Context: an optimization exercise on an open-source flow, tuned for small area, a short achievable clock period and few clock cycles. The choices shown serve that exercise and are no tape-out recipe. The RTL was checked by simulation tests, not by an equivalence proof against the original design.

## run A
==> flow/design.v <==
module fcodec_scan (
    input  wire       clk,
    input  wire       rst,         
    input  wire       wr_en,
    input  wire [8:0] wr_addr,
    input  wire [7:0] wr_data,
    input  wire       start,
    input  wire [8:0] len,
    output reg        busy,
    output reg        msg_valid,
    output reg  [8:0] msg_off,     
    output reg  [7:0] msg_plen,    
    output reg        done,
    output reg  [6:0] msg_count,
    output reg  [8:0] consumed
);
    localparam NB = 257;
    localparam NG = 17;            
    localparam [7:0] HDR  = 8'hAA;
    localparam [7:0] TERM = 8'h0A;
    reg            idle;       
    reg [8*NB-1:0] ibuf;
    wire [NB-1:0] is_hdr;      
    wire [NB-1:0] is_term;     
    wire [NB-1:0] too_long;    
    function at_least(input [9:0] b, input integer k);
        reg gt, eq;
        integer j;
        begin
            if (k > 1023) begin
                at_least = 1'b0;
            end else begin
                gt = 1'b0;
                eq = 1'b1;
                for (j = 9; j >= 0; j = j - 1) begin
                    if ((k >> j) & 1) eq = eq & b[j];
                    else              gt = gt | (eq & b[j]);
                end
                at_least = gt | eq;
            end
        end
    endfunction
    genvar p, g, i;
    generate
        for (p = 0; p < NB; p = p + 1) begin : g_byte
            always @(posedge clk)
                if (wr_en && idle && wr_addr == p) ibuf[8*p +: 8] <= wr_data;
            assign is_hdr[p]  = (ibuf[8*p +: 8] == HDR);
            assign is_term[p] = (ibuf[8*p +: 8] == TERM);
            if (p + 1 < NB) begin : g_tl
                assign too_long[p] = at_least({2'b0, ibuf[8*(p+1) +: 8]}, NB - 1 - p);
            end else begin : g_tl_last
                assign too_long[p] = 1'b1;
            end
        end
    endgenerate
    reg [8:0]    n_len;        
    reg [8:0]    q_end;        
    reg [NB-1:0] cand;         
    reg          c_v;          
    reg [8:0]    c_h;          
    reg [7:0]    c_l;          
    wire [16*NG-1:0] cand_x = {{(16*NG-NB){1'b0}}, cand};
    wire [NG-1:0]    g_any;    
    wire [NG-1:0]    g_below;  
    wire [16*NG-1:0] below;    
    wire [8*NG-1:0]  g_l;      
    wire [4*NG-1:0]  g_i;      
    generate
        for (g = 0; g < NG; g = g + 1) begin : g_grp
            wire [15:0] c = cand_x[16*g +: 16];
            wire [15:0] lb;        
            wire [15:0] f = c & ~lb;
            reg  [7:0]  l;
            reg  [3:0]  idx;
            integer k;
            assign lb[0] = 1'b0;
            for (i = 1; i < 16; i = i + 1) begin : g_lb
                assign lb[i] = |c[i-1:0];
            end
            always @(*) begin
                l   = 8'd0;
                idx = 4'd0;
                for (k = 0; k < 16; k = k + 1) begin
                    if (16*g + k + 1 < NB && f[k]) l = l | ibuf[8*(16*g+k+1) +: 8];
                    if (f[k]) idx = idx | k[3:0];
                end
            end
            assign g_any[g]      = |c;
            assign g_l[8*g +: 8] = l;
            assign g_i[4*g +: 4] = idx;
            if (g == 0) begin : g_z
                assign g_below[g] = 1'b0;
            end else begin : g_nz
                assign g_below[g] = |g_any[g-1:0];
            end
            assign below[16*g +: 16] = lb | {16{g_below[g]}};
        end
    endgenerate
    wire [18*64-1:0] tree;
    generate
        for (g = 0; g < 32; g = g + 1) begin : g_leaf
            if (g < NG) begin : g_real
                assign tree[18*(32+g) +: 18] = {g_any[g], g[4:0], g_i[4*g +: 4], g_l[8*g +: 8]};
            end else begin : g_pad
                assign tree[18*(32+g) +: 18] = 18'd0;
            end
        end
        for (i = 1; i < 32; i = i + 1) begin : g_node
            wire [17:0] lo = tree[18*(2*i)   +: 18];
            wire [17:0] hi = tree[18*(2*i+1) +: 18];
            assign tree[18*i +: 18] = lo[17] ? lo : hi;
        end
    endgenerate
    assign tree[17:0] = 18'd0;
    wire          a_any = tree[18+17];
    wire [8:0]    a_h   = tree[18+8 +: 9];
    wire [7:0]    a_l   = tree[18   +: 8];
    function [9:0] term_pos(input [8:0] h, input [7:0] l);
        reg [9:0] a, b, g, p, gg, pp, gn, pn;
        integer j, d;
        begin
            a = {1'b0, h};
            b = {2'b0, l};
            g = a & b;
            p = a ^ b;
            gg = g;
            pp = p;
            gg[0] = g[0] | p[0];           
            pp[0] = 1'b0;
            for (d = 1; d < 10; d = d * 2) begin
                gn = gg;
                pn = pp;
                for (j = d; j < 10; j = j + 1) begin
                    gn[j] = gg[j] | (pp[j] & gg[j-d]);
                    pn[j] = pp[j] & pp[j-d];
                end
                gg = gn;
                pp = pn;
            end
            term_pos = p ^ {gg[8:0], 1'b1};
        end
    endfunction
    wire [9:0] c_t   = term_pos(c_h, c_l);
    wire       c_hit = (c_t < {1'b0, n_len}) && is_term[c_t[8:0]];
    wire       c_live = (c_h >= q_end);           
    wire       c_acc = c_v && c_live && c_hit;
    wire       c_out = c_v && ({1'b0, c_h} + 10'd3 > {1'b0, n_len});    
    wire       c_fin = !a_any || c_out;
    wire [8:0]    n_sel = (len > NB) ? NB[8:0] : len;
    wire [NB-1:0] in_rng;
    wire [NB-1:0] after;
    generate
        for (p = 0; p < NB; p = p + 1) begin : g_rs
            assign in_rng[p] = at_least({1'b0, n_len}, p + 3);
            assign after[p]  = !at_least(c_t, p);
        end
    endgenerate
    always @(posedge clk) begin
        if (rst) begin
            busy      <= 1'b0;
            idle      <= 1'b1;
            msg_valid <= 1'b0;
            done      <= 1'b0;
            c_v       <= 1'b0;
        end else begin
            msg_valid <= 1'b0;
            done      <= 1'b0;
            c_v       <= 1'b0;
            if (idle) begin
                q_end <= 9'd0;
                if (start) begin
                    busy      <= 1'b1;
                    idle      <= 1'b0;
                    msg_count <= 7'd0;
                    consumed  <= 9'd0;
                end
            end else begin
                c_v <= 1'b1;
                if (c_fin) begin
                    busy <= 1'b0;
                    idle <= 1'b1;
                    done <= 1'b1;
                end
                if (c_acc) begin
                    msg_valid <= 1'b1;
                    msg_count <= msg_count + 7'd1;
                    consumed  <= c_t[8:0] + 9'd1;
                    q_end     <= c_t[8:0] + 9'd1;
                end
            end
        end
    end
    always @(posedge clk) begin
        if (idle) begin
            n_len <= n_sel;
            cand  <= is_hdr & ~too_long;
        end else if (c_acc) begin
            cand  <= cand & below[NB-1:0] & in_rng & after;
        end else begin
            cand  <= cand & below[NB-1:0] & in_rng;
        end
        c_h      <= a_h;
        c_l      <= a_l;
        msg_off  <= c_h + 9'd2;
        msg_plen <= c_l - 8'd1;
    end
endmodule
==> flow/config.mk <==
export PLATFORM = sky130hd
export DESIGN_NAME = fcodec_scan
export DESIGN_NICKNAME = fcodec_scan
export VERILOG_FILES = /design/flow/design.v
export SDC_FILE = /design/flow/constraint.sdc
export NUM_CORES = 4
export LEC_CHECK = 0
export CAP_MARGIN = 20
export CORE_MARGIN = 2
export CORE_UTILIZATION = 45
export PLACE_DENSITY = 0.55
export SETUP_SLACK_MARGIN = 5
export SLEW_MARGIN = 20
==> flow/constraint.sdc <==
create_clock -name core_clock -period 10.0 [get_ports {clk}]
set_input_delay 2.0000 -clock core_clock [delete_from_list [all_inputs] [get_ports {clk}]]
set_output_delay 2.0000 -clock core_clock [all_outputs]
set_load 0.01 [all_outputs]
run.sh (not shown) runs the stock make flow with config.mk's settings and CLKGATE_MAP_FILE= SYNTH_SCRIPT=/design/flow/synth_recipe.tcl, a recipe that flattens the netlist after the stock synthesis.
Testbench counts of run A, summed over its fixed seeds: cycles 10,531.
For run B, these inputs were changed with respect to run A:
- swapping 45 for 40 in CORE_UTILIZATION
- swapping 0.55 for 0.5 in PLACE_DENSITY
- Run B vs. run A: number of nets in the final layout now sits higher; final critical path time including I/O delays and setup now sits lower.
- On setup slack on the worst flop-to-flop path, run B and run A are neck and neck.
- Run A was routed with more vias than run B.
- Hold slack: run A vs run B — no meaningful difference

[separate check: timing with driven ports]
The flow's constraints put no driver on any port. The routed layouts listed below were extracted and timed again, unchanged, in two steps. Step 1 assumes that a clkbuf_16 drives the clock port and a buf_2 every other input. Step 2 times the ports against the registers' clock, not the clock port: input delays grow and output delays shrink by t, the midpoint of the rising clock arrivals with the driver on. a / b / c = no drivers / after step 1 / after step 2; a / b = the first two.
run | t, ns | slack for setup (ns) | latest minus earliest clock arrival (ns) | worst register clock-pin slew, ns | worst slew at a driven data input, ns
run A | 1.047 | 4.677 / 4.677 / 3.909 | 0.083 / 0.083 | 0.07 / 0.07 | 0.15
run B | 1.036 | 4.687 / 4.687 / 4.224 | 0.044 / 0.043 | 0.07 / 0.07 | 0.16
After both steps every run listed still meets setup and hold. The setup slack of run A, which loses most, moves by 0.000 ns with the drivers and by -0.768 ns with both steps.
